Context: an optimization exercise on an open-source flow, tuned for small area and a short achievable clock period. The choices shown serve that exercise and are no tape-out recipe.
RTL that was checked went through simulation tests only; none was proved equivalent to the original.
For run 6, only the layout was checked, not whether the RTL still works.
No activity file was given, so power comes from the tool's default toggle rates.

--- design/flow/standard.sh ---
#!/bin/bash
# synth_recipe.tcl (not shown) runs the flow's synth.tcl, then flattens the netlist and writes it again
# the make line also repeats each setting of config.mk as NAME=value (left out here)
make -C /OpenROAD-flow-scripts/flow DESIGN_CONFIG=/design/flow/config.mk WORK_HOME=/design/flow/orfs CLKGATE_MAP_FILE= SYNTH_SCRIPT=/design/flow/synth_recipe.tcl "${@:-finish}"
--- design/flow/constraint.sdc ---
create_clock -name core_clock -period 20.0 [get_ports {clk}]
set_input_delay 4.0000 -clock core_clock [delete_from_list [all_inputs] [get_ports {clk}]]
set_output_delay 4.0000 -clock core_clock [all_outputs]
set_load 0.01 [all_outputs]
--- design/flow/flow/run.sh ---
#!/bin/bash
# Standard ORFS layout with a tighter internal repair target, plain small
# port buffers and a leaner clock tree. The SDC (period, I/O delays, loads)
# is the standard flow's, unchanged.
set -euo pipefail
bash standard.sh synth > synth.log 2>&1
bash standard.sh \
  REMOVE_ABC_BUFFERS=1 \
  SETUP_SLACK_MARGIN=10.5 \
  "BUFFER_PORTS_ARGS=-buffer_cell sky130_fd_sc_hd__buf_1" \
  "CTS_ARGS=-sink_clustering_enable -repair_clock_nets -dont_use_dummy_load -buf_list sky130_fd_sc_hd__clkbuf_8 -sink_clustering_size 16 -sink_clustering_max_diameter 80" \
  finish > layout.log 2>&1
--- design/flow/design.v ---
module amaf_core (
    input  wire        clk,
    input  wire        rst,
    input  wire        s_valid,
    input  wire [15:0] s_data,
    output wire        s_ready,
    output wire [15:0] cv_avg,
    input  wire [15:0] cv_mv,
    output wire        o_valid,
    output wire [69:0] o_data
);
    localparam integer N  = 128;
    localparam integer DW = 12;
    reg        [DW-1:0] dif [0:N-1];   
    reg signed [15:0]   last_raw;      
    reg signed [15:0]   ev;            
    reg signed [15:0]   avg;           
    reg        [6:0]    sum_lo;        
    reg        [6:0]    cnt;           
    reg                 wrapped;       
    reg                 err_sticky;
    reg               o_valid_r;
    reg signed [15:0] o_mv;
    reg        [5:0]  o_step;
    reg               o_act;
    reg               o_chg;
    reg               o_err;
    reg        [1:0]  o_path;
    wire primed = |o_path;
    wire tick   = s_valid && !rst;
    wire signed [15:0] raw = s_data;
    wire signed [22:0] sum = {avg, sum_lo};
    wire signed [16:0] hi       = avg + 17'sd1000;
    wire signed [16:0] lo       = avg - 17'sd1000;
    wire signed [22:0] sum_rest = sum - ev;
    wire        [6:0]  top_dn   = sum_rest[22:16] - 7'd1;
    wire        [6:0]  top_up   = sum_rest[22:16] + 7'd1;
    wire               slope;
    wire               fill     = !primed || slope;
    wire        [1:0]  path     = !primed ? 2'd1 : (slope ? 2'd2 : 2'd3);
    wire signed [22:0] sum_next;
    amaf_slide u_slide (
        .raw(raw), .hi(hi), .lo(lo), .rest_lo(sum_rest[15:0]),
        .top(sum_rest[22:16]), .top_dn(top_dn), .top_up(top_up), .primed(primed),
        .slope(slope), .sum_next(sum_next)
    );
    wire signed [15:0] avg_next = sum_next[22:7];
    assign cv_avg = avg_next;
    wire signed [15:0] d126      = {{(16-DW){dif[N-2][DW-1]}}, dif[N-2]};
    wire               wrapped_n = wrapped || (cnt == N - 1);
    wire signed [15:0] ev_next   = wrapped_n ? ev + d126 : ev;
    wire        [15:0] d_new     = raw - last_raw;
    wire signed [15:0] mv     = cv_mv;
    wire               err_lo = mv < -16'sd41;
    wire               err_hi = mv > 16'sd5021;
    wire               err    = err_lo || err_hi;
    reg         [5:0]  tq;
    reg         [6:0]  tr;
    always @(*) begin
        case (mv[12:8])
            5'd0: begin tq = 6'd0; tr = 7'd41; end
            5'd1: begin tq = 6'd3; tr = 7'd48; end
            5'd2: begin tq = 6'd6; tr = 7'd55; end
            5'd3: begin tq = 6'd9; tr = 7'd62; end
            5'd4: begin tq = 6'd12; tr = 7'd69; end
            5'd5: begin tq = 6'd15; tr = 7'd76; end
            5'd6: begin tq = 6'd19; tr = 7'd0; end
            5'd7: begin tq = 6'd22; tr = 7'd7; end
            5'd8: begin tq = 6'd25; tr = 7'd14; end
            5'd9: begin tq = 6'd28; tr = 7'd21; end
            5'd10: begin tq = 6'd31; tr = 7'd28; end
            5'd11: begin tq = 6'd34; tr = 7'd35; end
            5'd12: begin tq = 6'd37; tr = 7'd42; end
            5'd13: begin tq = 6'd40; tr = 7'd49; end
            5'd14: begin tq = 6'd43; tr = 7'd56; end
            5'd15: begin tq = 6'd46; tr = 7'd63; end
            5'd16: begin tq = 6'd49; tr = 7'd70; end
            5'd17: begin tq = 6'd52; tr = 7'd77; end
            5'd18: begin tq = 6'd56; tr = 7'd1; end
            5'd19: begin tq = 6'd59; tr = 7'd8; end
            5'd31: begin tq = 6'd61; tr = 7'd34; end
            default: begin tq = 6'd0; tr = 7'd0; end
        endcase
    end
    wire        [8:0]  s      = tr + mv[7:0];
    wire        [5:0]  q      = tq + (s >= 9'd83  ? 6'd1 : 6'd0) + (s >= 9'd166 ? 6'd1 : 6'd0)
                                   + (s >= 9'd249 ? 6'd1 : 6'd0) + (s >= 9'd332 ? 6'd1 : 6'd0);
    wire               mid    = (s >= 9'd21  && s <= 9'd61)  || (s >= 9'd104 && s <= 9'd144) ||
                                (s >= 9'd187 && s <= 9'd227) || (s >= 9'd270 && s <= 9'd310);
    wire        [5:0]  idx    = err_lo ? 6'd0 : (err_hi ? 6'd60 : q);
    wire               act    = err || !mid;
    wire               chg    = !primed || (idx != o_step);
    integer i;
    always @(posedge clk) begin
        if (tick) begin
            for (i = N - 1; i > 0; i = i - 1)
                dif[i] <= dif[i-1];
            dif[0] <= d_new[DW-1:0];
        end
    end
    always @(posedge clk) begin
        if (tick) begin
            last_raw  <= raw;
            ev        <= fill ? raw : ev_next;
            sum_lo    <= sum_next[6:0];
            cnt       <= fill ? 7'd0 : cnt + 7'd1;
            wrapped   <= fill ? 1'b0 : wrapped_n;
        end
    end
    always @(posedge clk) begin
        if (rst) begin
            avg        <= 16'sd0;
            err_sticky <= 1'b0;
            o_valid_r  <= 1'b0;
            o_mv       <= 16'sd0;
            o_step     <= 6'd0;
            o_act      <= 1'b0;
            o_chg      <= 1'b0;
            o_err      <= 1'b0;
            o_path     <= 2'd0;
        end else if (tick) begin
            avg        <= avg_next;
            err_sticky <= err_sticky || err;
            o_valid_r  <= 1'b1;
            o_mv       <= mv;
            o_step     <= idx;
            o_act      <= act;
            o_chg      <= chg;
            o_err      <= err;
            o_path     <= path;
        end else begin
            o_valid_r  <= 1'b0;
        end
    end
    wire [8:0]  o_x5  = {1'b0, o_step, 2'd0} + {3'd0, o_step};    
    wire [7:0]  o_x3  = {1'b0, o_step, 1'b0} + {2'd0, o_step};    
    wire [12:0] o_x83 = {o_x5, 4'd0} + {5'd0, o_x3};              
    wire [15:0] o_rep = {3'd0, o_x83};
    wire [3:0]  o_mag = !o_act ? 4'd0 : (o_step < 6'd10 ? o_step[3:0] : 4'd10);
    wire [5:0]  o_ind = {o_step[5:1], o_step[0] | (primed && o_step[5:1] == 5'd0)};
    assign s_ready = 1'b1;
    assign o_valid = o_valid_r;
    assign o_data  = {err_sticky, o_path, o_err, o_chg, o_act, o_mag,
                      o_ind, o_step, o_rep, o_mv, avg};
endmodule
module amaf_slide (
    input  wire signed [15:0] raw,
    input  wire signed [16:0] hi,
    input  wire signed [16:0] lo,
    input  wire        [15:0] rest_lo,
    input  wire        [6:0]  top,
    input  wire        [6:0]  top_dn,
    input  wire        [6:0]  top_up,
    input  wire               primed,
    output wire               slope,
    output wire signed [22:0] sum_next
);
    wire        [16:0] low       = {1'b0, rest_lo} + {1'b0, raw};
    wire        [6:0]  top_c0    = raw[15] ? top_dn : top;
    wire        [6:0]  top_c1    = raw[15] ? top : top_up;
    wire        [6:0]  top_sel   = low[16] ? top_c1 : top_c0;
    wire signed [22:0] sum_slide = {top_sel, low[15:0]};
    wire signed [22:0] raw_x128  = {raw, 7'd0};
    assign slope    = (raw > hi) || (raw < lo);
    assign sum_next = (!primed || slope) ? raw_x128 : sum_slide;
endmodule
--- design/flow/config.mk ---
export PLATFORM = sky130hd
export DESIGN_NAME = amaf_core
export DESIGN_NICKNAME = amaf_core
export VERILOG_FILES = /design/flow/design.v
export SDC_FILE = /design/flow/constraint.sdc
export NUM_CORES = 4
export LEC_CHECK = 0
export CAP_MARGIN = 20
export CORE_MARGIN = 2
export CORE_UTILIZATION = 40
export CTS_BUF_LIST = sky130_fd_sc_hd__clkbuf_8
export SLEW_MARGIN = 20
export SYNTH_HIERARCHICAL = 1
==> parameters.txt, run 1 <==
Parameter                              Value

Status
  Result of the run ... no timing/DRC/antenna violations

Synthesis
  Number of cells produced by synthesis ... about 2,800
  Seq/Total Area, Yosys ... 0.851
  Xor and xnor area share after synthesis ... 0.0166
  Cell area after synthesis ... between 50,000 and 60,000 sq um
  Compound-Gate Fraction of Synth Area ... 0.0395
  Number of flops mapped to enable cells by yosys ... roughly 1,600
  Top-area cell type share of the netlist area ... 0.835
  Count of yosys warnings during synthesis ... 9
  Synth Area in Adders ... 0.0345
  Most common flop cell mapped by yosys ... sky130_fd_sc_hd__edfxtp_1
  Share of flip-flops with an asynchronous set or reset ... 0
  Main combinational cell family by area after synthesis ... compound AO/OA/AOI/OAI gates
  Largest area contributor in the synthesized netlist ... sky130_fd_sc_hd__edfxtp_1
  Number of unique standard cell types used by synthesis ... 89
  Simple-gate share of the synthesized area ... 0.0338
  Post-synthesis sequential element count ... roughly 1,600
  Mean instance size in the synthesized netlist ... roughly 20 sq um
  Multiplexer area fraction after synthesis ... 0.00857
  Synth area leaders ... sky130_fd_sc_hd__edfxtp_1 (84%), sky130_fd_sc_hd__ha_1 (3.0%), sky130_fd_sc_hd__dfxtp_1 (1.6%)

Global routing
  Global route overflow ... 0
  Antenna violations before repair ... 2
  Via count of the first global-routing pass ... between 20,000 and 25,000
  First-pass GRT wire length ... 128 mm
  Pin count of the biggest net entering global routing ... 209
  Global-route usage over all layers ... 0.113

Timing
  Final max-slew violation count ... 0
  Final TNS setup ... 0 ps
  Unrepaired setup endpoints after global routing ... true
  Number of failing hold endpoints at the final stage ... 0
  Max transition margin ... 0.134
  Final Skew ... between 90 and 100 ps
  Fin Hold WS ... between 300 and 400 ps
  Worst Tran Pin Value ... about 1300 ps
  FMAX ... about 97 MHz
  Final Setup Violations ... 0
  Final critical-path share of the clock period ... 0.517
  Final period demand of the worst path ... between 10,000 and 15,000 ps

Cells and area
  Most frequent cells in the layout ... sky130_fd_sc_hd__edfxtp_1 (1,567), sky130_fd_sc_hd__nor2_1 (131), sky130_fd_sc_hd__inv_1 (123)
  Most common cell after layout, fill and taps aside ... sky130_fd_sc_hd__edfxtp_1
  Share of cells above drive strength 1 ... 0.117
  Fin nets ... around 3,300
  Area growth from synthesis to final layout ... 10.8%

Clocking
  Total CTS buffers ... 114
  Clock buffer depth ... 3
  CTS H-tree depth ... 3
  Clock Root Buffer ... sky130_fd_sc_hd__clkbuf_8
  TritonCTS clock tree ... done
  Num Clock Sinks ... ~1,600
  Hold buffer count at cts ... 0
  Clock latency on the worst-skew pair ... roughly 830 ps
  Clock slew seen by the registers of the worst setup and hold paths ... ~90 ps

Worst setup path
  Slowest-stage cell, CP ... sky130_fd_sc_hd__a211o_4
  Worst r2r path cells ... 54
  Highest cell delay on the worst timing path ... between 400 and 500 ps
  Data arrival, critical path ... roughly 6300 ps
  Data required, critical path ... roughly 16,000 ps
  Reg2reg start ... avg[5]$_SDFFE_PP0P_
  Crit-path max FO ... 6
  Worst flop-to-flop path endpoint ... ev[14]$_DFFE_PP_
  Crit path capture type ... output pin
  Buffering stage count on the worst path with inverters included ... 4
  Critical path capture point ... cv_avg[15]
  Top delay family on crit path ... compound AO/OA/AOI/OAI gates
  Crit path launch ... s_data[15]
  Cells traversed along the worst timing path ... buf_8 > buf_12 > ha_1 > nand3_1 > nor4_4 > a31oi_2 > a211o_4 > buf_12 > o31ai_4 > o31ai_4 > buf_2
  Logic depth of the worst path, buffers included ... 11
  Crit Path Class ... in2out
  Startpoint type of the worst setup path ... input pin
  Worst R2R Setup Slack ... 11,660 ps

Floorplan
  Die width ... about 380 um
  Die extent in y ... between 300 and 400 um
  Standard cell core area ... 140,000 sq um
  Standard-cell row count ... between 100 and 150
  Effective utilization at floorplan ... 0.403
  Die ar. ... approximately 140,000 sq um
  Top-Level Pins ... approximately 120

Route
  DRC violation count after routing ... 0
  Number of nets still failing antenna checks after routing ... 0
  Via-to-Cell Ratio ... ~4.8
  Overall via count from detail_route ... 23,800
  Post-Route WL ... between 80 and 90 mm
  Detailed-routing iteration count for the pre-antenna-repair pass ... 5
  Initial DRC count ... around 2,300
  DR WL/cell ... 16.6 um

Place
  Routability-driven placement congestion ratio ... 0.815
  Detailed placer's ending HPWL ... between 40 and 50 mm
  # port buffers ... about 120

Power and ir drop
  Worst supply voltage drop on vdd ... between 50 and 60 uV
  Static leakage ... 21.1 nW
  Cell Pwr Density ... ~95 nW/um^2

Job
  Max-cap violations ... 0

Min path
  Class of the worst hold path ... reg2reg
-- flip-flops by register name (all words and copies together) (netlist names) --
register / cells
avg: 16
dif: 1524
err_sticky: 1
o_act: 1
cnt: 7
wrapped: 1
o_path: 2
o_err: 1
sum_lo: 7
o_chg: 1
o_valid_r: 1
o_step: 6
ev: 16
last_raw: 12
o_mv: 16
-- modules after synthesis (local to each module, per instance) --
module	cell area, sq um	cells	flip-flops and latches	times used
amaf_core	54200	2527	1612	1
amaf_slide	2130	315	0	1
-- synth_stat cells, drive strengths merged (11+ instances only) --
library cell	count
xor2	46
dfxtp	45
nor2	134
clkbuf	24
o21a	18
ha	136
fa	12
a31oi	11
buf	47
edfxtp	1567
a21o	26
nor2b	19
xnor2	57
a21boi	11
a211oi	17
o31ai	13
nand2	113
mux2i	46
and3	12
a21oi	82
nor3	24
inv	125
nand3	24
o21ai	82
nand2b	26
-- worst min-delay path by stage --
stage,from,end,slack (ps),depth (start not counted)
after floorplan,dif[99][0]$_DFFE_PP_,dif[100][0]$_DFFE_PP_,400,0
after global routing,dif[22][7]$_DFFE_PP_,dif[23][7]$_DFFE_PP_,340,0
after global placement,dif[11][3]$_DFFE_PP_,dif[12][3]$_DFFE_PP_,400,0
after detailed placement,dif[101][10]$_DFFE_PP_,dif[102][10]$_DFFE_PP_,400,0
after CTS,dif[22][7]$_DFFE_PP_,dif[23][7]$_DFFE_PP_,320,0
final,dif[22][7]$_DFFE_PP_,dif[23][7]$_DFFE_PP_,320,0
-- where the power goes --
part	internal, mW	switching [mW]	leakage [nW]
clock network	0.508	0.924	0.820
registers	3.85	0.0540	15.1
logic	0.226	0.350	5.16
-- worst reg2reg max path, delay by kind of cell, from the launching register on --
family	cells	cell delay, ps
buffers and inverters	39	4130
and+or+nand+nor	7	1830
AOI/OAI and AO/OA	6	1240
DFF	1	550
adders and majority gates	1	320
xor gates and xnor gates	1	140
-- timing repair --
action | CTS | global route
cloned | 3 | 2
setup endpoints to repair | 16 | 58
setup buffers | 61 | 18
pin swaps | 28 | 37
resized for setup | 165 | 101
-- per-stage QoR --
stage                     setup WS (ps)  total power [mW]  utilization  instances  area [sq um]
after floorplan                  -15820              4.50            -       2773         55900
after CTS                          9670              5.97        0.442       4969         61800
final                              9660              5.91        0.447       4991         62400
after detailed placement           8670              4.44        0.422       4791         58900
after global routing               9580              6.19        0.447       4991         62400
after global placement             8700              4.44        0.422       4791         58900
-- cell type report --
type | count | area (sq um)
timing repair buffer | 226 | 1850
tap | 1876 | 2350
clock buffer | 114 | 1570
multi-input combinational | 1036 | 8200
sequential | 1612 | 48000
inverter | 125 | 477
fill | 11700 | 77300
antenna | 2 | 5.00
-- cells by family after synthesis --
family                   after synthesis
flip-flops                          1612
other                                  2
XOR/XNOR                             103
AND/OR/NAND/NOR                      399
buffers and inverters                196
adder cells (fa/ha/maj)              148
multiplexers                          48
AO/OA/AOI/OAI                        334
-- per-layer routing --
layer | vias to the layer above | global-route usage | share of wire
met4 | 0 | 0.0365 | 0.026
met2 | 386 | 0.152 | 0.42
li1 | 11300 | - | -
met3 | 139 | 0.0226 | 0.041
met1 | 12000 | 0.181 | 0.52
met5 | - | 0 | 0
==> run 2: changes to the inputs <==
--- a/design/flow/config.mk
+++ b/design/flow/config.mk
@@ -9,5 +9,6 @@
 export CORE_MARGIN = 2
 export CORE_UTILIZATION = 40
 export CTS_BUF_LIST = sky130_fd_sc_hd__clkbuf_8
+export PLACE_DENSITY = 0.85
 export SLEW_MARGIN = 20
 export SYNTH_HIERARCHICAL = 1
==> parameters.txt, run 2 <==
Parameter                              Value

Timing
  Fin Hold WS ... between 300 and 400 ps
  Final max-slew violation count ... 0
  Unrepaired setup endpoints after global routing ... true
  Max transition margin ... 0.280
  Final Skew ... 91.6 ps
  Final TNS setup ... 0 ps
  FMAX ... between 90 and 100 MHz
  Final period demand of the worst path ... between 10,000 and 15,000 ps
  Final critical-path share of the clock period ... 0.516
  Number of failing hold endpoints at the final stage ... 0
  Worst Tran Pin Value ... between 1000 and 1500 ps
  Final Setup Violations ... 0

Min path
  Hold Crit Start ... dif[81][5]$_DFFE_PP_
  Number of instances on the worst hold path ... 0
  Class of the worst hold path ... reg2reg

Route
  Number of nets still failing antenna checks after routing ... 0
  Via-to-Cell Ratio ... between 4 and 5
  Overall via count from detail_route ... roughly 24,000
  DRC violation count after routing ... 0
  Detailed-routing iteration count for the pre-antenna-repair pass ... 7
  Initial DRC count ... roughly 2,200
  Post-Route WL ... around 87 mm
  Max Used Layer ... met4
  Metal-1 WL ... approximately 41 mm
  Met2 routed WL ... between 30 and 40 mm
  DR WL/cell ... about 17 um
  Total length of routed met3 wires ... approximately 4.6 mm

Synthesis
  Number of cells produced by synthesis ... around 2,800
  Share of flip-flops with an asynchronous set or reset ... 0
  Most common flop cell mapped by yosys ... sky130_fd_sc_hd__edfxtp_1
  Count leader, synth ... sky130_fd_sc_hd__edfxtp_1
  Cell area after synthesis ... ~56,000 sq um
  Top-area cell type share of the netlist area ... 0.835
  Largest area contributor in the synthesized netlist ... sky130_fd_sc_hd__edfxtp_1
  Number of unique standard cell types used by synthesis ... slightly below 90
  Number of flops mapped to enable cells by yosys ... ~1,600
  Synth area leaders ... sky130_fd_sc_hd__edfxtp_1 (84%), sky130_fd_sc_hd__ha_1 (3.0%), sky130_fd_sc_hd__dfxtp_1 (1.6%)
  Mean instance size in the synthesized netlist ... about 20 sq um
  Most used standard cells in the synthesized netlist ... sky130_fd_sc_hd__edfxtp_1 (1,567), sky130_fd_sc_hd__ha_1 (136), sky130_fd_sc_hd__nor2_1 (134), sky130_fd_sc_hd__inv_1 (125), sky130_fd_sc_hd__nand2_1 (113)
  Seq/Total Area, Yosys ... 0.851
  Count of yosys warnings during synthesis ... 9
  Post-synthesis sequential element count ... between 1,500 and 2,000

Worst setup path
  Crit-path max FO ... 5
  Crit path launch ... s_data[0]
  Data required, critical path ... between 15,000 and 20,000 ps
  Reg2reg start ... avg[5]$_SDFFE_PP0P_
  Worst r2r path cells ... 25
  Logic depth of the worst path, buffers included ... 13
  Buffering stage count on the worst path with inverters included ... 4
  Data arrival, critical path ... 6330 ps
  Slowest-stage cell, CP ... sky130_fd_sc_hd__o211a_4
  Crit path top cell by count ... sky130_fd_sc_hd__o211a_4
  Top delay family on crit path ... compound AO/OA/AOI/OAI gates
  Highest cell delay on the worst timing path ... ~310 ps
  Cells traversed along the worst timing path ... buf_12 > ha_4 > inv_2 > fa_2 > nor2b_4 > o31a_1 > o211a_4 > o211a_4 > buf_4 > a211oi_1 > nor2_1 > o21ai_4 > buf_6
  Startpoint type of the worst setup path ... input pin
  Crit Path Class ... in2out
  Crit path capture type ... output pin

Power and ir drop
  Switching share of power ... 0.224
  Sequential share of power ... 0.663
  Total design power ... ~5.9 mW
  Internal power consumption ... 4.57 mW
  Net switching power ... about 1.3 mW
  Logic pwr share ... 0.097
  Static leakage ... roughly 21 nW
  Cell Pwr Density ... about 95 nW/um^2
  Worst supply voltage drop on vdd ... about 55 uV
  Clock Power Share ... 0.240

Place
  # port buffers ... roughly 120
  Number of cells in the design after placement ... approximately 4,800
  Detailed placer's ending HPWL ... between 40 and 50 mm
  Routability-driven placement congestion ratio ... about 0.85

Cells and area
  Area growth from synthesis to final layout ... 10.1%
  Share of cells above drive strength 1 ... 0.109
  Layout fillers ... about 11,000
  Layout Cells excl Fill ... around 5,000
  Fin nets ... between 3,000 and 4,000
  Most frequent cells in the layout ... sky130_fd_sc_hd__edfxtp_1 (1,567), sky130_fd_sc_hd__nor2_1 (131), sky130_fd_sc_hd__inv_1 (122)
  Most common cell after layout, fill and taps aside ... sky130_fd_sc_hd__edfxtp_1
  Number of flip-flops in the largest register ... 1,524
  Top reg by flops ... dif

Status
  Result of the run ... no timing/DRC/antenna violations

Floorplan
  Die width ... ~380 um
  Top-Level Pins ... 123
  Standard cell core area ... 140,000 sq um
  Effective utilization at floorplan ... 0.403
  Die ar. ... ~140,000 sq um
  Standard-cell row count ... about 140
  Die extent in y ... around 380 um

Clocking
  Hold buffer count at cts ... 0
  Clock latency on the worst-skew pair ... 790 ps
  TritonCTS clock tree ... done
  Num Clock Sinks ... ~1,600
  Clock Root Buffer ... sky130_fd_sc_hd__clkbuf_8
  Total CTS buffers ... 114
  CTS H-tree depth ... 3
  Clock slew seen by the registers of the worst setup and hold paths ... approximately 110 ps
  Clock buffer depth ... 3

Global routing
  Antenna violations before repair ... 1
  Global-route usage over all layers ... 0.116
  Global route overflow ... 0
  Pin count of the biggest net entering global routing ... 230
  First-pass GRT wire length ... 131 mm
  Via count of the first global-routing pass ... between 20,000 and 25,000

Job
  Max-cap violations ... 0
## run 2: cell counts after synthesis
Identical to the previous run, type by type.
## run 2: final timing paths
| kind | endpoint | slack, ps |
|---|---|---|
| worst max-delay path | cv_avg[10] | 9670 |
| worst max register to register | ev[14]$_DFFE_PP_ | 14500 |
| worst min register to register | dif[82][5]$_DFFE_PP_ | 360 |
| worst min-delay path | dif[82][5]$_DFFE_PP_ | 360 |
## run 2: through the flow
step	setup slack (ps)	cell area [sq um]	utilization
floorplan	-15820	55900	-
global placement	8970	59000	0.422
detailed placement	8890	59000	0.422
CTS	9780	61800	0.442
global route	9680	62000	0.444
finish	9670	62000	0.444
## run 2: cells by family (layout without fill, tap and decap cells)
family | count (synthesis) | in the layout | share of synthesized area
flops | 1612 | 1612 | 0.851
simple gates | 399 | 399 | 0.0338
compound gates | 334 | 335 | 0.0395
buf+inv | 196 | 430 | 0.0156
fa+ha+maj | 148 | 148 | 0.0345
xor+xnor | 103 | 103 | 0.0166
mux | 48 | 48 | 0.00857
other cells | 2 | 5 | 0.000133
## run 2: power by group through the flow
stage / sequential [mW] / clock (mW) / combinational, mW
after floorplan: 4.16 / 0 / 0.338
after detailed placement: 3.98 / 0 / 0.477
after global routing: 3.92 / 1.59 / 0.627
final: 3.90 / 1.41 / 0.574
after CTS: 3.91 / 1.48 / 0.550
after global placement: 3.97 / 0 / 0.460
## run 2: final cells by class
cell class	count	area [sq um]	share of cell area
inverter	125	477	0.00769
antenna	1	2.50	0.0000404
sequential	1612	48000	0.773
clock buffer	114	1570	0.0253
timing repair buffer	191	1490	0.0240
multi-input combinational	1037	8170	0.132
tap	1876	2350	0.0379
## run 2: Yosys stat by module (local to each module, per instance)
module      times used  cells inside
amaf_core            1          2527
amaf_slide           1           315
## run 2: worst register-to-register path, cell delays in order (launching register included)
cell and delay, ps:
sky130_fd_sc_hd__dfxtp_1 520, sky130_fd_sc_hd__or4_1 660, sky130_fd_sc_hd__a211oi_1 500, sky130_fd_sc_hd__and3b_1 260, sky130_fd_sc_hd__xor2_1 140, sky130_fd_sc_hd__inv_1 130
sky130_fd_sc_hd__ha_4 230, sky130_fd_sc_hd__a21oi_1 150, sky130_fd_sc_hd__o211ai_1 110, sky130_fd_sc_hd__a41oi_2 200, sky130_fd_sc_hd__o31ai_2 120, sky130_fd_sc_hd__buf_4 140
sky130_fd_sc_hd__buf_4 120, sky130_fd_sc_hd__buf_4 120, sky130_fd_sc_hd__buf_4 120, sky130_fd_sc_hd__buf_4 120, sky130_fd_sc_hd__buf_4 120, sky130_fd_sc_hd__buf_4 120
sky130_fd_sc_hd__buf_4 120, sky130_fd_sc_hd__a21oi_1 130, sky130_fd_sc_hd__nand2_1 190, sky130_fd_sc_hd__nand2b_1 220, sky130_fd_sc_hd__buf_4 270, sky130_fd_sc_hd__nor4b_1 390
sky130_fd_sc_hd__a211oi_1 100, sky130_fd_sc_hd__nand3_1 100
## run 2: timing repair
item | 4_1_cts | 5_1_grt
endpoints found under the setup margin | 16 | 17
gates resized for setup | 189 | 26
buffers inserted | 33 | 7
pin swaps | 44 | 26
gates cloned | 7 | 0
## run 2: routing by layer
layer,up-vias,track usage
met5,-,0
met4,0,0.0392
met3,153,0.0253
met2,620,0.171
met1,12100,0.171
li1,11200,-
==> run 3: changes to the inputs <==
--- a/design/flow/flow/run.sh
+++ b/design/flow/flow/run.sh
@@ -6,7 +6,7 @@
 bash standard.sh synth > synth.log 2>&1
 bash standard.sh \
   REMOVE_ABC_BUFFERS=1 \
-  SETUP_SLACK_MARGIN=10.5 \
+  SETUP_SLACK_MARGIN=10 \
   "BUFFER_PORTS_ARGS=-buffer_cell sky130_fd_sc_hd__buf_1" \
   "CTS_ARGS=-sink_clustering_enable -repair_clock_nets -dont_use_dummy_load -buf_list sky130_fd_sc_hd__clkbuf_8 -sink_clustering_size 16 -sink_clustering_max_diameter 80" \
   finish > layout.log 2>&1
--- a/design/flow/config.mk
+++ b/design/flow/config.mk
@@ -9,6 +9,6 @@
 export CORE_MARGIN = 2
 export CORE_UTILIZATION = 40
 export CTS_BUF_LIST = sky130_fd_sc_hd__clkbuf_8
-export PLACE_DENSITY = 0.85
+export PLACE_DENSITY = 0.75
 export SLEW_MARGIN = 20
 export SYNTH_HIERARCHICAL = 1
==> parameters.txt, run 3 <==
Parameter                              Value

Synthesis
  Number of unique standard cell types used by synthesis ... 89
  Share of flip-flops with an asynchronous set or reset ... 0
  Mean instance size in the synthesized netlist ... 19.8 sq um
  Top-area cell type share of the netlist area ... 0.835
  Number of flops mapped to enable cells by yosys ... around 1,600
  Count of yosys warnings during synthesis ... 9
  Most common flop cell mapped by yosys ... sky130_fd_sc_hd__edfxtp_1
  Synth area leaders ... sky130_fd_sc_hd__edfxtp_1 (84%), sky130_fd_sc_hd__ha_1 (3.0%), sky130_fd_sc_hd__dfxtp_1 (1.6%)
  Post-synthesis sequential element count ... between 1,500 and 2,000
  Most used standard cells in the synthesized netlist ... sky130_fd_sc_hd__edfxtp_1 (1,567), sky130_fd_sc_hd__ha_1 (136), sky130_fd_sc_hd__nor2_1 (134), sky130_fd_sc_hd__inv_1 (125), sky130_fd_sc_hd__nand2_1 (113)
  Number of cells produced by synthesis ... 2,842
  Cell area after synthesis ... approximately 56,000 sq um
  Seq/Total Area, Yosys ... 0.851
  Count leader, synth ... sky130_fd_sc_hd__edfxtp_1
  Largest area contributor in the synthesized netlist ... sky130_fd_sc_hd__edfxtp_1

Power and ir drop
  Static leakage ... 20.8 nW
  Total design power ... roughly 5.9 mW
  Worst supply voltage drop on vdd ... 56.2 uV
  Cell Pwr Density ... 94.9 nW/um^2

Place
  Detailed placer's ending HPWL ... 43.5 mm
  Routability-driven placement congestion ratio ... between 0.8 and 0.9
  Post-Place Cell Area ... approximately 59,000 sq um
  Number of cells in the design after placement ... around 4,800
  # port buffers ... around 120

Route
  Number of nets still failing antenna checks after routing ... 0
  DR WL/cell ... between 15 and 20 um
  Post-Route WL ... approximately 81 mm
  Overall via count from detail_route ... between 20,000 and 25,000
  Via-to-Cell Ratio ... around 4.8
  Detailed-routing iteration count for the pre-antenna-repair pass ... 5
  Initial DRC count ... roughly 2,200
  DRC violation count after routing ... 0

Floorplan
  Die extent in y ... 379 um
  Standard-cell row count ... between 100 and 150
  Standard cell core area ... 140,000 sq um
  Die ar. ... ~140,000 sq um
  Top-Level Pins ... 123
  Die width ... around 380 um
  Effective utilization at floorplan ... 0.403

Timing
  Final Skew ... approximately 100 ps
  Unrepaired setup endpoints after global routing ... true
  FMAX ... a little under 100 MHz
  Number of failing hold endpoints at the final stage ... 0
  Final max-slew violation count ... 0
  Max transition margin ... 0.270
  Worst Tran Pin Value ... 1090 ps
  Final Setup Violations ... 0
  Final critical-path share of the clock period ... 0.515
  Final TNS setup ... 0 ps
  Final period demand of the worst path ... slightly above 10,000 ps

Worst setup path
  Crit path top cell by count ... sky130_fd_sc_hd__buf_12
  Crit-path max FO ... 5
  Slowest-stage cell, CP ... sky130_fd_sc_hd__a211o_4
  Worst r2r path cells ... 19
  Data arrival, critical path ... between 6000 and 7000 ps
  Worst flop-to-flop path endpoint ... ev[14]$_DFFE_PP_
  Worst R2R Setup Slack ... roughly 15,000 ps
  Reg2reg start ... avg[5]$_SDFFE_PP0P_
  Crit path launch ... s_data[15]
  Critical path capture point ... cv_avg[15]
  Buffering stage count on the worst path with inverters included ... 5
  Crit path capture type ... output pin
  Highest cell delay on the worst timing path ... around 340 ps
  Data required, critical path ... ~16,000 ps
  Top delay family on crit path ... compound AO/OA/AOI/OAI gates
  Cells traversed along the worst timing path ... buf_8 > buf_12 > ha_4 > nand4_1 > nor3_2 > nor4b_4 > a211oi_2 > a211o_4 > buf_12 > buf_16 > o31ai_4 > clkbuf_2
  Crit Path Class ... in2out
  Startpoint type of the worst setup path ... input pin
  Logic depth of the worst path, buffers included ... 12

Cells and area
  Area growth from synthesis to final layout ... 9.81%
  Most frequent cells in the layout ... sky130_fd_sc_hd__edfxtp_1 (1,567), sky130_fd_sc_hd__nor2_1 (132), sky130_fd_sc_hd__inv_1 (123)
  Share of cells above drive strength 1 ... 0.102
  Fin nets ... roughly 3,300
  FF+latch area ... ~48,000 sq um
  Finished Cell Area ... between 60,000 and 70,000 sq um
  Combined area of the multi-input logic cells ... between 8000 and 9000 sq um
  Most common cell after layout, fill and taps aside ... sky130_fd_sc_hd__edfxtp_1
  Number of flip-flops in the largest register ... between 1,500 and 2,000
  Top reg by flops ... dif
  Layout Cells excl Fill ... ~4,900
  Layout fillers ... 11,600

Global routing
  Global-route usage over all layers ... 0.110
  First-pass GRT wire length ... between 100 and 150 mm
  Global route overflow ... 0
  Pin count of the biggest net entering global routing ... 206
  Via count of the first global-routing pass ... 22,300
  Antenna violations before repair ... 2

Min path
  Class of the worst hold path ... reg2reg

Clocking
  Total CTS buffers ... approximately 110
  Clock slew seen by the registers of the worst setup and hold paths ... roughly 90 ps
  Clock buffer depth ... 3
  Hold buffer count at cts ... 0
  CTS H-tree depth ... 3
  Num Clock Sinks ... 1,612
  Clock Root Buffer ... sky130_fd_sc_hd__clkbuf_8
  TritonCTS clock tree ... done
  Clock latency on the worst-skew pair ... ~800 ps

Job
  Max-cap violations ... 0

Status
  Result of the run ... no timing/DRC/antenna violations
==> run 3: cell counts after synthesis <==
No cell type changed its count.
==> run 3: stage by stage <==
| step | setup WS [ps] | hold WS (ps) | util |
|---|---|---|---|
| after floorplan | -15820 | 400 | - |
| after global placement | 8870 | 401 | 0.422 |
| after detailed placement | 8850 | 405 | 0.422 |
| after CTS | 9750 | 325 | 0.441 |
| after global routing | 9630 | 360 | 0.443 |
| final | 9690 | 343 | 0.443 |
==> run 3: where the power goes <==
group	internal (mW)	switching, mW	leakage, nW	total, mW
Sequential	3.85	0.0562	15.1	3.90
Clock	0.507	0.908	0.820	1.42
Combinational	0.213	0.343	4.86	0.555
Total	4.57	1.31	20.8	5.87
==> run 3: cell type report <==
cell class / instances / area share
sequential: 1612 / 0.775
clock buffer: 114 / 0.0254
antenna: 1 / 0.0000405
multi-input combinational: 1036 / 0.131
tap: 1876 / 0.0379
inverter: 125 / 0.00771
timing repair buffer: 181 / 0.0228
==> run 3: repair_timing <==
item | CTS | global route
endpoints found under the setup margin | 16 | 16
pin swaps | 30 | 19
cloned | 6 | 0
endpoints found under the hold margin | 0 | 0
setup buffers | 22 | 13
gates resized for setup | 167 | 38
==> run 3: logic make-up after synthesis <==
family	share of synthesized area
muxes	0.00857
AOI/OAI and AO/OA	0.0395
DFF	0.851
xor gates and xnor gates	0.0166
buffers and inverters	0.0156
and+or+nand+nor	0.0338
adders and majority gates	0.0345
other	0.000133
==> run 3: worst min path at each step <==
stage,from,end,slack (ps),depth (start not counted)
2_1_floorplan,dif[99][0]$_DFFE_PP_,dif[100][0]$_DFFE_PP_,400,0
6_report,dif[86][2]$_DFFE_PP_,dif[87][2]$_DFFE_PP_,340,0
3_3_place_gp,dif[111][1]$_DFFE_PP_,dif[112][1]$_DFFE_PP_,400,0
3_5_place_dp,dif[99][7]$_DFFE_PP_,dif[100][7]$_DFFE_PP_,400,0
5_1_grt,dif[86][2]$_DFFE_PP_,dif[87][2]$_DFFE_PP_,360,0
4_1_cts,dif[93][4]$_DFFE_PP_,dif[94][4]$_DFFE_PP_,330,0
==> run 3: metal layers <==
metal  wire (um)  GRT usage  part of all wire  up-vias
li1            -          -                 -    11200
met1       40800      0.173              0.50    11900
met2       34000      0.152              0.42      484
met3        4310     0.0245             0.053      158
met4        2240     0.0340             0.028        0
met5           0          0                 0        -
==> run 3: modules after synthesis, one instance, submodules excluded <==
module,cells,cell area [sq um]
amaf_core,2527,54200
amaf_slide,315,2130
==> run 4: changes to the inputs <==
--- a/design/flow/flow/run.sh
+++ b/design/flow/flow/run.sh
@@ -6,7 +6,7 @@
 bash standard.sh synth > synth.log 2>&1
 bash standard.sh \
   REMOVE_ABC_BUFFERS=1 \
-  SETUP_SLACK_MARGIN=10 \
+  SETUP_SLACK_MARGIN=10.5 \
   "BUFFER_PORTS_ARGS=-buffer_cell sky130_fd_sc_hd__buf_1" \
   "CTS_ARGS=-sink_clustering_enable -repair_clock_nets -dont_use_dummy_load -buf_list sky130_fd_sc_hd__clkbuf_8 -sink_clustering_size 16 -sink_clustering_max_diameter 80" \
   finish > layout.log 2>&1
==> parameters.txt, run 4 <==
Parameter                              Value

Worst setup path
  Worst r2r path cells ... 19
  Slowest-stage cell, CP ... sky130_fd_sc_hd__a211o_4
  Worst R2R Setup Slack ... around 15,000 ps
  Reg2reg start ... avg[3]$_SDFFE_PP0P_
  Highest cell delay on the worst timing path ... 340 ps
  Crit path capture type ... output pin
  Startpoint type of the worst setup path ... input pin
  Crit-path max FO ... 5
  Data arrival, critical path ... between 6000 and 7000 ps
  Crit Path Class ... in2out
  Crit path top cell by count ... sky130_fd_sc_hd__buf_12
  Worst flop-to-flop path endpoint ... ev[14]$_DFFE_PP_
  Crit path launch ... s_data[15]
  Data required, critical path ... approximately 16,000 ps
  Cells traversed along the worst timing path ... buf_8 > buf_12 > ha_4 > nand4_1 > nor3_2 > nor4b_4 > a211oi_2 > a211o_4 > buf_12 > buf_16 > o31ai_4 > clkbuf_2

Synthesis
  Top-area cell type share of the netlist area ... 0.835
  Mean instance size in the synthesized netlist ... approximately 20 sq um
  Number of unique standard cell types used by synthesis ... 89
  Largest area contributor in the synthesized netlist ... sky130_fd_sc_hd__edfxtp_1
  Seq/Total Area, Yosys ... 0.851
  Synth area leaders ... sky130_fd_sc_hd__edfxtp_1 (84%), sky130_fd_sc_hd__ha_1 (3.0%), sky130_fd_sc_hd__dfxtp_1 (1.6%)
  Most used standard cells in the synthesized netlist ... sky130_fd_sc_hd__edfxtp_1 (1,567), sky130_fd_sc_hd__ha_1 (136), sky130_fd_sc_hd__nor2_1 (134), sky130_fd_sc_hd__inv_1 (125), sky130_fd_sc_hd__nand2_1 (113)
  Number of flops mapped to enable cells by yosys ... between 1,500 and 2,000
  Number of cells produced by synthesis ... 2,842
  Cell area after synthesis ... ~56,000 sq um
  Share of flip-flops with an asynchronous set or reset ... 0
  Post-synthesis sequential element count ... between 1,500 and 2,000
  Count leader, synth ... sky130_fd_sc_hd__edfxtp_1
  Count of yosys warnings during synthesis ... 9
  Most common flop cell mapped by yosys ... sky130_fd_sc_hd__edfxtp_1

Timing
  Number of failing hold endpoints at the final stage ... 0
  Least setup slack across all paths after layout ... 9690 ps
  Final Setup Violations ... 0
  Final Skew ... approximately 100 ps
  Final period demand of the worst path ... 10,310 ps
  Worst Tran Pin Value ... roughly 1100 ps
  Max transition margin ... 0.270
  Unrepaired setup endpoints after global routing ... true
  Final critical-path share of the clock period ... 0.515
  Final TNS setup ... 0 ps
  Final max-slew violation count ... 0
  FMAX ... ~97 MHz

Min path
  Destination of the worst hold path ... dif[87][2]$_DFFE_PP_
  Number of instances on the worst hold path ... 0
  Hold Crit Start ... dif[86][2]$_DFFE_PP_
  Class of the worst hold path ... reg2reg

Route
  Via-to-Cell Ratio ... 4.80
  Met2 routed WL ... ~34 mm
  Initial DRC count ... between 2,000 and 2,500
  Total length of routed met3 wires ... approximately 4.3 mm
  Number of nets still failing antenna checks after routing ... 0
  Overall via count from detail_route ... approximately 24,000
  Post-Route WL ... 81.4 mm
  Metal-1 WL ... around 41 mm
  DRC violation count after routing ... 0
  Max Used Layer ... met4
  DR WL/cell ... 16.5 um
  Detailed-routing iteration count for the pre-antenna-repair pass ... 7

Status
  Result of the run ... no timing/DRC/antenna violations

Place
  Number of cells in the design after placement ... 4,788
  Minimum setup slack after placement ... approximately 8800 ps
  Detailed placer's ending HPWL ... approximately 44 mm
  # port buffers ... around 120
  Routability-driven placement congestion ratio ... about 0.83
  Post-Place Cell Area ... just under 60,000 sq um

Floorplan
  Die ar. ... 144,000 sq um
  Effective utilization at floorplan ... 0.403
  Standard-cell row count ... between 100 and 150
  Die width ... 379 um
  Die extent in y ... roughly 380 um
  Top-Level Pins ... ~120
  Standard cell core area ... ~140,000 sq um

Clocking
  Clock latency on the worst-skew pair ... 800 ps
  Num Clock Sinks ... between 1,500 and 2,000
  Total CTS buffers ... around 110
  CTS H-tree depth ... 3
  Clock buffer depth ... 3
  Clock slew seen by the registers of the worst setup and hold paths ... roughly 90 ps
  Clock Root Buffer ... sky130_fd_sc_hd__clkbuf_8
  TritonCTS clock tree ... done

Power and ir drop
  Static leakage ... slightly above 20 nW
  Cell Pwr Density ... 95.0 nW/um^2
  Worst supply voltage drop on vdd ... roughly 56 uV

Global routing
  Via count of the first global-routing pass ... roughly 22,000
  Global-route usage over all layers ... 0.110
  Global route overflow ... 0
  Antenna violations before repair ... 2
  Pin count of the biggest net entering global routing ... a little over 200
  First-pass GRT wire length ... about 130 mm

Cells and area
  Number of flip-flops in the largest register ... 1,524
  Layout Cells excl Fill ... between 4,000 and 5,000
  Area growth from synthesis to final layout ... 9.82%
  Top reg by flops ... dif
  Most frequent cells in the layout ... sky130_fd_sc_hd__edfxtp_1 (1,567), sky130_fd_sc_hd__nor2_1 (132), sky130_fd_sc_hd__inv_1 (123)
  Fin nets ... between 3,000 and 4,000
  Most common cell after layout, fill and taps aside ... sky130_fd_sc_hd__edfxtp_1
  Share of cells above drive strength 1 ... 0.103
  Finished Cell Area ... a little over 60,000 sq um

Job
  Max-cap violations ... 0
==> run 4: how the worst max path moves through the flow <==
stage	slack (ps)	to	cells after the start
4_1_cts	9750	cv_avg[14]	9
5_1_grt	9630	cv_avg[14]	13
3_3_place_gp	8870	cv_avg[14]	11
3_5_place_dp	8850	cv_avg[14]	11
6_report	9690	cv_avg[15]	12
2_1_floorplan	-15820	cnt[0]$_SDFFCE_PP0P_	2
==> run 4: kinds of logic after synthesis <==
| logic type | after synthesis | share of synthesized area |
|---|---|---|
| mux | 48 | 0.00857 |
| flops | 1612 | 0.851 |
| simple gates | 399 | 0.0338 |
| compound gates | 334 | 0.0395 |
| other cells | 2 | 0.000133 |
| xor+xnor | 103 | 0.0166 |
| fa+ha+maj | 148 | 0.0345 |
| buf+inv | 196 | 0.0156 |
==> run 4: modules after synthesis, one instance, submodules excluded <==
| module | cells inside | times used | flip-flops and latches |
|---|---|---|---|
| amaf_slide | 315 | 1 | 0 |
| amaf_core | 2527 | 1 | 1612 |
==> run 4: area by class of cell <==
class | count | area (sq um)
timing repair buffer | 181 | 1410
sequential | 1612 | 48000
antenna | 1 | 2.50
fill | 11600 | 77800
tap | 1876 | 2350
inverter | 125 | 477
clock buffer | 114 | 1570
multi-input combinational | 1036 | 8100
==> run 4: critical path: cells and delay by family <==
family,cells,cell delay [ps]
compound gates,3,720
fa+ha+maj,1,260
buf+inv,5,700
simple gates,3,610
==> run 4: power by group <==
part | switching, mW | internal, mW
sequential | 0.0563 | 3.85
combinational | 0.343 | 0.213
clock | 0.908 | 0.507
total | 1.31 | 4.57
==> run 4: what timing repair did <==
action                                  CTS  global route
pin swaps                                30            19
gates resized for setup                 167            42
gates cloned                              6             0
endpoints found under the setup margin   16            17
hold buffers                              0             0
buffers inserted                         22            13
==> run 4: metrics by stage <==
| stage | total power [mW] | utilization | hold slack [ps] |
|---|---|---|---|
| final | 5.87 | 0.443 | 343 |
| after global routing | 6.13 | 0.443 | 360 |
| after CTS | 5.93 | 0.441 | 325 |
| after detailed placement | 4.44 | 0.422 | 405 |
| after global placement | 4.43 | 0.422 | 401 |
| after floorplan | 4.50 | - | 400 |
==> run 4: per-layer routing <==
layer / global-route usage / vias to the layer above
met5: 0 / -
met4: 0.0340 / 0
met3: 0.0245 / 156
met2: 0.152 / 478
met1: 0.173 / 11900
li1: - / 11200
==> run 5: changes to the inputs <==
--- a/design/flow/config.mk
+++ b/design/flow/config.mk
@@ -5,10 +5,10 @@
 export SDC_FILE = /design/flow/constraint.sdc
 export NUM_CORES = 4
 export LEC_CHECK = 0
-export CAP_MARGIN = 20
+export CAP_MARGIN = 10
 export CORE_MARGIN = 2
 export CORE_UTILIZATION = 40
 export CTS_BUF_LIST = sky130_fd_sc_hd__clkbuf_8
 export PLACE_DENSITY = 0.75
-export SLEW_MARGIN = 20
+export SLEW_MARGIN = 10
 export SYNTH_HIERARCHICAL = 1
==> parameters.txt, run 5 <==
Parameter                              Value

Timing
  Final max-slew violation count ... 0
  Unrepaired setup endpoints after global routing ... true
  Final period demand of the worst path ... 10,300 ps
  FMAX ... approximately 97 MHz
  Final Skew ... ~100 ps
  Fin Hold WS ... 345 ps
  Final Setup Violations ... 0
  Final critical-path share of the clock period ... 0.515
  Max transition margin ... 0.267
  Number of failing hold endpoints at the final stage ... 0
  Worst Tran Pin Value ... between 1000 and 1500 ps
  Final TNS setup ... 0 ps

Synthesis
  Cell area after synthesis ... around 56,000 sq um
  Seq/Total Area, Yosys ... 0.851
  Post-synthesis sequential element count ... 1,612
  Largest area contributor in the synthesized netlist ... sky130_fd_sc_hd__edfxtp_1
  Count of yosys warnings during synthesis ... 9
  Number of cells produced by synthesis ... about 2,800
  Number of unique standard cell types used by synthesis ... between 80 and 90
  Count leader, synth ... sky130_fd_sc_hd__edfxtp_1
  Mean instance size in the synthesized netlist ... between 15 and 20 sq um
  Top-area cell type share of the netlist area ... 0.835
  Number of flops mapped to enable cells by yosys ... roughly 1,600
  Most common flop cell mapped by yosys ... sky130_fd_sc_hd__edfxtp_1
  Synth area leaders ... sky130_fd_sc_hd__edfxtp_1 (84%), sky130_fd_sc_hd__ha_1 (3.0%), sky130_fd_sc_hd__dfxtp_1 (1.6%)
  Share of flip-flops with an asynchronous set or reset ... 0
  Most used standard cells in the synthesized netlist ... sky130_fd_sc_hd__edfxtp_1 (1,567), sky130_fd_sc_hd__ha_1 (136), sky130_fd_sc_hd__nor2_1 (134), sky130_fd_sc_hd__inv_1 (125), sky130_fd_sc_hd__nand2_1 (113)

Floorplan
  Top-Level Pins ... roughly 120
  Standard cell core area ... approximately 140,000 sq um
  Effective utilization at floorplan ... 0.403
  Standard-cell row count ... 137
  Die width ... roughly 380 um
  Die ar. ... 144,000 sq um
  Die extent in y ... approximately 380 um

Clocking
  Clock slew seen by the registers of the worst setup and hold paths ... roughly 90 ps
  Num Clock Sinks ... ~1,600
  Clock buffer depth ... 3
  Clock Root Buffer ... sky130_fd_sc_hd__clkbuf_8
  Clock latency on the worst-skew pair ... approximately 800 ps
  CTS H-tree depth ... 3
  Total CTS buffers ... around 110
  TritonCTS clock tree ... done

Route
  Post-Route WL ... 81.4 mm
  Total length of routed met3 wires ... about 4.2 mm
  Detailed-routing iteration count for the pre-antenna-repair pass ... 5
  DR WL/cell ... 16.5 um
  Met2 routed WL ... between 30 and 40 mm
  Metal-1 WL ... about 41 mm
  Initial DRC count ... 2,271
  Overall via count from detail_route ... about 24,000
  Via-to-Cell Ratio ... about 4.8
  DRC violation count after routing ... 0
  Max Used Layer ... met4
  Number of nets still failing antenna checks after routing ... 0

Worst setup path
  Crit Path Class ... in2out
  Startpoint type of the worst setup path ... input pin
  Critical path capture point ... cv_avg[15]
  Data arrival, critical path ... approximately 6300 ps
  Highest cell delay on the worst timing path ... between 300 and 400 ps
  Cells traversed along the worst timing path ... buf_8 > buf_12 > ha_4 > nand4_1 > nor3_2 > nor4b_4 > a211oi_2 > a211o_4 > buf_12 > buf_16 > o31ai_4 > clkbuf_2
  Crit-path max FO ... 5
  Data required, critical path ... between 15,000 and 20,000 ps
  Slowest-stage cell, CP ... sky130_fd_sc_hd__a211o_4
  Reg2reg start ... avg[3]$_SDFFE_PP0P_
  Worst flop-to-flop path endpoint ... ev[14]$_DFFE_PP_
  Worst R2R Setup Slack ... between 15,000 and 20,000 ps
  Crit path top cell by count ... sky130_fd_sc_hd__buf_12
  Worst r2r path cells ... 19
  Crit path launch ... s_data[15]
  Crit path capture type ... output pin

Status
  Result of the run ... no timing/DRC/antenna violations

Global routing
  First-pass GRT wire length ... 125 mm
  Global route overflow ... 0
  Antenna violations before repair ... 2
  Pin count of the biggest net entering global routing ... between 200 and 250
  Global-route usage over all layers ... 0.110
  Via count of the first global-routing pass ... roughly 22,000

Cells and area
  Area growth from synthesis to final layout ... 9.76%
  Post-layout util ... 0.443
  Most frequent cells in the layout ... sky130_fd_sc_hd__edfxtp_1 (1,567), sky130_fd_sc_hd__nor2_1 (132), sky130_fd_sc_hd__inv_1 (123)
  Fin nets ... 3,252
  Layout Cells excl Fill ... 4,944
  Number of flip-flops in the largest register ... around 1,500
  Most common cell after layout, fill and taps aside ... sky130_fd_sc_hd__edfxtp_1
  Top reg by flops ... dif
  Share of cells above drive strength 1 ... 0.103

Power and ir drop
  Cell Pwr Density ... 95.0 nW/um^2
  Worst supply voltage drop on vdd ... ~56 uV
  Static leakage ... roughly 21 nW

Min path
  Class of the worst hold path ... reg2reg

Place
  Number of cells in the design after placement ... between 4,000 and 5,000
  Routability-driven placement congestion ratio ... approximately 0.83
  Detailed placer's ending HPWL ... around 44 mm
  # port buffers ... approximately 120

Job
  Max-cap violations ... 0
==> run 5: cell counts after synthesis <==
No cell type changed its count.
==> run 5: critical path: cells and delay by family <==
family / cells / cell delay, ps
AO/OA/AOI/OAI: 3 / 720
adder cells (fa/ha/maj): 1 / 260
buffers and inverters: 5 / 700
AND/OR/NAND/NOR: 3 / 610
==> run 5: final cells by class <==
| type | instances | area, sq um |
|---|---|---|
| Timing Repair Buffer | 180 | 1380 |
| Antenna cell | 1 | 2.50 |
| Inverter | 125 | 477 |
| Sequential cell | 1612 | 48000 |
| Multi-Input combinational cell | 1036 | 8100 |
| Tap cell | 1876 | 2350 |
| Fill cell | 11600 | 77900 |
| Clock buffer | 114 | 1570 |
==> run 5: per-module statistics from Yosys (local to each module, per instance) <==
module      cells  flip-flops and latches  copies in the design  area, sq um
amaf_slide    315                       0                     1         2130
amaf_core    2527                    1612                     1        54200
==> run 5: logic make-up (layout without fill, tap and decap cells) <==
family / Yosys count / in the layout / synth area share
adders and majority gates: 148 / 148 / 0.0345
xor gates and xnor gates: 103 / 103 / 0.0166
muxes: 48 / 48 / 0.00857
and+or+nand+nor: 399 / 399 / 0.0338
AOI/OAI and AO/OA: 334 / 334 / 0.0395
other: 2 / 5 / 0.000133
buffers and inverters: 196 / 419 / 0.0156
DFF: 1612 / 1612 / 0.851
==> run 5: through the flow <==
stage	total power [mW]	instance area [sq um]	setup slack (ps)
5_1_grt	6.13	61800	9630
6_report	5.87	61800	9700
4_1_cts	5.93	61600	9750
3_5_place_dp	4.44	58900	8850
2_1_floorplan	4.50	55900	-15820
3_3_place_gp	4.43	58900	8870
==> run 5: worst min path at each step <==
stage	from	end	slack [ps]	depth (start not counted)
2_1_floorplan	dif[99][0]$_DFFE_PP_	dif[100][0]$_DFFE_PP_	400	0
3_3_place_gp	dif[111][1]$_DFFE_PP_	dif[112][1]$_DFFE_PP_	400	0
3_5_place_dp	dif[99][7]$_DFFE_PP_	dif[100][7]$_DFFE_PP_	400	0
4_1_cts	dif[93][4]$_DFFE_PP_	dif[94][4]$_DFFE_PP_	330	0
5_1_grt	dif[86][2]$_DFFE_PP_	dif[87][2]$_DFFE_PP_	360	0
6_report	dif[86][2]$_DFFE_PP_	dif[87][2]$_DFFE_PP_	340	0
==> run 5: timing repair <==
action	CTS	global route
gates cloned	6	0
gates resized for setup	167	42
buffers inserted	22	13
hold buffers	0	0
pin swaps	30	19
endpoints found under the setup margin	16	17
==> run 5: layer usage <==
metal,up-vias,global-route usage
met2,465,0.152
met3,159,0.0245
met4,0,0.0340
met5,-,0
met1,11900,0.173
li1,11200,-
==> run 5: power breakdown <==
group / internal, mW / switching, mW / total, mW
Combinational: 0.212 / 0.343 / 0.554
Sequential: 3.85 / 0.0562 / 3.90
Clock: 0.507 / 0.909 / 1.42
==> run 6: changes to the inputs <==
--- a/design/flow/design.v
+++ b/design/flow/design.v
@@ -155,7 +155,11 @@
     output wire               slope,
     output wire signed [22:0] sum_next
 );
-    wire        [16:0] low       = {1'b0, rest_lo} + {1'b0, raw};
+    wire        [7:0]  low_lo    = {1'b0, rest_lo[6:0]} + {1'b0, raw[6:0]};
+    wire        [9:0]  low_h0    = {1'b0, rest_lo[15:7]} + {1'b0, raw[15:7]};
+    wire        [9:0]  low_h1    = {1'b0, rest_lo[15:7]} + {1'b0, raw[15:7]} + 10'd1;
+    wire        [9:0]  low_hi    = low_lo[7] ? low_h1 : low_h0;
+    wire        [16:0] low       = {low_hi, low_lo[6:0]};
     wire        [6:0]  top_c0    = raw[15] ? top_dn : top;
     wire        [6:0]  top_c1    = raw[15] ? top : top_up;
     wire        [6:0]  top_sel   = low[16] ? top_c1 : top_c0;
--- a/design/flow/config.mk
+++ b/design/flow/config.mk
@@ -5,10 +5,10 @@
 export SDC_FILE = /design/flow/constraint.sdc
 export NUM_CORES = 4
 export LEC_CHECK = 0
-export CAP_MARGIN = 10
+export CAP_MARGIN = 20
 export CORE_MARGIN = 2
 export CORE_UTILIZATION = 40
 export CTS_BUF_LIST = sky130_fd_sc_hd__clkbuf_8
 export PLACE_DENSITY = 0.75
-export SLEW_MARGIN = 10
+export SLEW_MARGIN = 20
 export SYNTH_HIERARCHICAL = 1
==> parameters.txt, run 6 <==
Parameter                              Value

Floorplan
  Top-Level Pins ... roughly 120
  Standard-cell row count ... 137
  Die ar. ... 144,000 sq um
  Effective utilization at floorplan ... 0.404
  Die extent in y ... about 380 um
  Die width ... roughly 380 um
  Standard cell core area ... between 100,000 and 150,000 sq um

Timing
  Final critical-path share of the clock period ... 0.551
  Number of failing hold endpoints at the final stage ... 0
  FMAX ... a little over 90 MHz
  Final TNS setup ... 0 ps
  Final Setup Violations ... 0
  Final period demand of the worst path ... approximately 11,000 ps
  Unrepaired setup endpoints after global routing ... true
  Least setup slack across all paths after layout ... between 8000 and 9000 ps
  Worst Tran Pin Value ... roughly 1100 ps
  Final Skew ... slightly above 90 ps
  Final max-slew violation count ... 0
  Max transition margin ... 0.246
  Fin Hold WS ... roughly 350 ps

Place
  Minimum setup slack after placement ... 8200 ps
  Routability-driven placement congestion ratio ... between 0.8 and 0.9
  Detailed placer's ending HPWL ... about 46 mm
  # port buffers ... approximately 120

Power and ir drop
  Static leakage ... between 20 and 25 nW
  Cell Pwr Density ... roughly 99 nW/um^2
  Worst supply voltage drop on vdd ... roughly 47 uV

Cells and area
  Layout fillers ... 11,600
  Number of flip-flops in the largest register ... 1,524
  Most frequent cells in the layout ... sky130_fd_sc_hd__edfxtp_1 (1,567), sky130_fd_sc_hd__ha_1 (130), sky130_fd_sc_hd__nor2_1 (124)
  Most common cell after layout, fill and taps aside ... sky130_fd_sc_hd__edfxtp_1
  Fin nets ... about 3,200
  Area growth from synthesis to final layout ... 9.15%
  Top reg by flops ... dif
  Share of cells above drive strength 1 ... 0.0997

Worst setup path
  Crit-path max FO ... 8
  Data required, critical path ... approximately 16,000 ps
  Crit Path Class ... in2out
  Worst R2R Setup Slack ... 15,000 ps
  Crit path capture type ... output pin
  Buffering stage count on the worst path with inverters included ... 6
  Worst r2r path cells ... 24
  Slowest-stage cell, CP ... sky130_fd_sc_hd__fa_2
  Logic depth of the worst path, buffers included ... 17
  Cells traversed along the worst timing path ... buf_1 > buf_6 > ha_4 > inv_2 > fa_2 > nor2b_4 > buf_6 > o21a_1 > nor3_1 > and3b_2 > and4_4 > and3_4 > buf_6 > o21ai_1 > and3_4 > o31ai_4 > buf_2
  Crit path top cell by count ... sky130_fd_sc_hd__buf_6
  Highest cell delay on the worst timing path ... around 400 ps
  Startpoint type of the worst setup path ... input pin
  Top delay family on crit path ... simple AND/OR/NAND/NOR gates
  Data arrival, critical path ... ~7000 ps
  Reg2reg start ... ev[4]$_DFFE_PP_
  Worst flop-to-flop path endpoint ... avg[11]$_SDFFE_PP0P_

Synthesis
  Seq/Total Area, Yosys ... 0.850
  Synth area leaders ... sky130_fd_sc_hd__edfxtp_1 (83%), sky130_fd_sc_hd__ha_1 (3.0%), sky130_fd_sc_hd__dfxtp_1 (1.6%)
  Most common flop cell mapped by yosys ... sky130_fd_sc_hd__edfxtp_1
  Cell area after synthesis ... around 56,000 sq um
  Mean instance size in the synthesized netlist ... 19.9 sq um
  Share of flip-flops with an asynchronous set or reset ... 0
  Count leader, synth ... sky130_fd_sc_hd__edfxtp_1
  Number of flops mapped to enable cells by yosys ... 1,567
  Top-area cell type share of the netlist area ... 0.834
  Count of yosys warnings during synthesis ... 9
  Largest area contributor in the synthesized netlist ... sky130_fd_sc_hd__edfxtp_1
  Post-synthesis sequential element count ... ~1,600
  Most used standard cells in the synthesized netlist ... sky130_fd_sc_hd__edfxtp_1 (1,567), sky130_fd_sc_hd__ha_1 (137), sky130_fd_sc_hd__nor2_1 (125), sky130_fd_sc_hd__inv_1 (124), sky130_fd_sc_hd__nand2_1 (94)
  Number of cells produced by synthesis ... 2,837
  Number of unique standard cell types used by synthesis ... 86

Global routing
  Global-route met1 utilization ... 0.166
  Pin count of the biggest net entering global routing ... 237
  Global-route usage over all layers ... 0.110
  Via count of the first global-routing pass ... 22,600
  Met2 Use GR ... 0.155
  Routing layer with the top usage in global route ... met1
  Global route overflow ... 0
  Global Route met3 Usage ... 0.0257
  First-pass GRT wire length ... between 100 and 150 mm
  Antenna violations before repair ... 2

Clocking
  Hold buffer count at cts ... 0
  TritonCTS clock tree ... done
  Clock Root Buffer ... sky130_fd_sc_hd__clkbuf_8
  Clock latency on the worst-skew pair ... approximately 780 ps
  Total CTS buffers ... 113
  CTS H-tree depth ... 3
  Clock slew seen by the registers of the worst setup and hold paths ... 90 ps
  Clock buffer depth ... 3
  Num Clock Sinks ... between 1,500 and 2,000

Route
  Number of nets still failing antenna checks after routing ... 0
  Overall via count from detail_route ... around 24,000
  Via-to-Cell Ratio ... roughly 4.8
  Post-Route WL ... about 80 mm
  Initial DRC count ... 2,299
  DR WL/cell ... about 17 um
  DRC violation count after routing ... 0
  Detailed-routing iteration count for the pre-antenna-repair pass ... 7

Status
  Result of the run ... no timing/DRC/antenna violations

Min path
  Destination of the worst hold path ... dif[14][6]$_DFFE_PP_
  Hold Crit Start ... dif[13][6]$_DFFE_PP_
  Number of instances on the worst hold path ... 0
  Class of the worst hold path ... reg2reg

Job
  Max-cap violations ... 0
-- run 6: cell families (layout without fill, tap and decap cells) --
kind of cell    Yosys count  count (layout)  synth area share
xor+xnor                115             115            0.0185
other cells               2               5          0.000133
buf+inv                 196             414            0.0158
simple gates            393             393            0.0347
fa+ha+maj               150             150            0.0350
flops                  1612            1612             0.850
compound gates          323             324            0.0376
mux                      46              46           0.00821
-- run 6: layout make-up --
cell class | count | area, sq um | area share
sequential | 1612 | 48000 | 0.779
antenna | 1 | 2.50 | 0.0000406
tap | 1876 | 2350 | 0.0381
clock buffer | 113 | 1560 | 0.0253
inverter | 124 | 473 | 0.00768
multi-input combinational | 1032 | 8020 | 0.130
timing repair buffer | 177 | 1210 | 0.0197
-- run 6: worst max path at each step --
stage / startpoint / to / slack (ps)
after global placement: s_data[8] / cv_avg[14] / 8280
after global routing: s_data[7] / cv_avg[11] / 8900
final: s_data[7] / cv_avg[11] / 8990
after floorplan: rst / cnt[0]$_SDFFCE_PP0P_ / -15820
after detailed placement: s_data[8] / cv_avg[10] / 8200
after CTS: s_data[7] / cv_avg[14] / 9050
-- run 6: what timing repair did --
| action | 4_1_cts | 5_1_grt |
|---|---|---|
| gates resized for setup | 107 | 65 |
| setup buffers | 12 | 19 |
| setup endpoints to repair | 16 | 17 |
| pin swaps | 13 | 25 |
| cloned | 3 | 0 |
-- run 6: per-layer routing --
layer  share of wire  vias up
met4           0.030        0
met5               0        -
met1            0.49    11800
met2            0.42      487
met3           0.056      153
li1                -    11200
-- run 6: modules after synthesis, one instance, submodules excluded --
module	cells	flops+latches	copies in the design
amaf_slide	310	0	1
amaf_core	2527	1612	1
-- run 6: per-stage QoR --
stage	total power, mW	util	cells	instance area, sq um
CTS	6.12	0.437	4913	61100
detailed placement	4.63	0.422	4785	59000
global route	6.38	0.441	4935	61600
global placement	4.61	0.422	4785	59000
floorplan	4.63	-	2767	56000
finish	6.10	0.441	4935	61600
-- run 6: report_power, final --
group / internal, mW / total, mW / switching [mW]
clock network: 0.503 / 1.40 / 0.898
registers: 3.85 / 3.91 / 0.0617
logic: 0.313 / 0.784 / 0.470
-- run 6: worst register-to-register path, delay by kind of cell (launching register included) --
| family | cells | cell delay (ps) |
|---|---|---|
| AO/OA/AOI/OAI | 9 | 2130 |
| XOR/XNOR | 1 | 160 |
| adder cells (fa/ha/maj) | 2 | 730 |
| buffers and inverters | 4 | 510 |
| flip-flops | 1 | 380 |
| multiplexers | 1 | 130 |
| AND/OR/NAND/NOR | 7 | 910 |

[port drivers added, routing unchanged]
The flow's constraints put no driver on any port. The routed layouts listed below were extracted and timed again, unchanged, in two steps. Step 1, drivers: a clkbuf_16 drives clk and a buf_2 each remaining input, both assumed. Step 2 moves the port delays by t, midway between the first and last clock arrival at a register: inputs arrive t later, outputs are due t later. That takes back most of the time a late clock gives input paths. Three values: ideal ports, drivers, drivers and shift; two values: the first two.
| run | shift t [ns] | setup slack, ns | worst setup path after step 2 | slew at the worst register clock pin (ns) |
|---|---|---|---|---|
| run 1 | 0.833 | 9.661 / 9.616 / 9.496 | input to register | 0.10 / 0.10 |
| run 2 | 0.812 | 9.673 / 9.583 / 9.583 | input to output | 0.11 / 0.11 |
| run 3 | 0.811 | 9.693 / 9.652 / 9.652 | input to output | 0.10 / 0.10 |
| run 4 | 0.811 | 9.694 / 9.653 / 9.653 | input to output | 0.10 / 0.10 |
| run 5 | 0.811 | 9.699 / 9.658 / 9.658 | input to output | 0.10 / 0.10 |
| run 6 | 0.798 | 8.988 / 8.957 / 8.957 | input to output | 0.11 / 0.11 |
After both steps setup and hold are still met in every run listed. For run 1, which loses most, drivers alone change the setup slack by -0.045 ns; drivers and shift together by -0.165 ns.
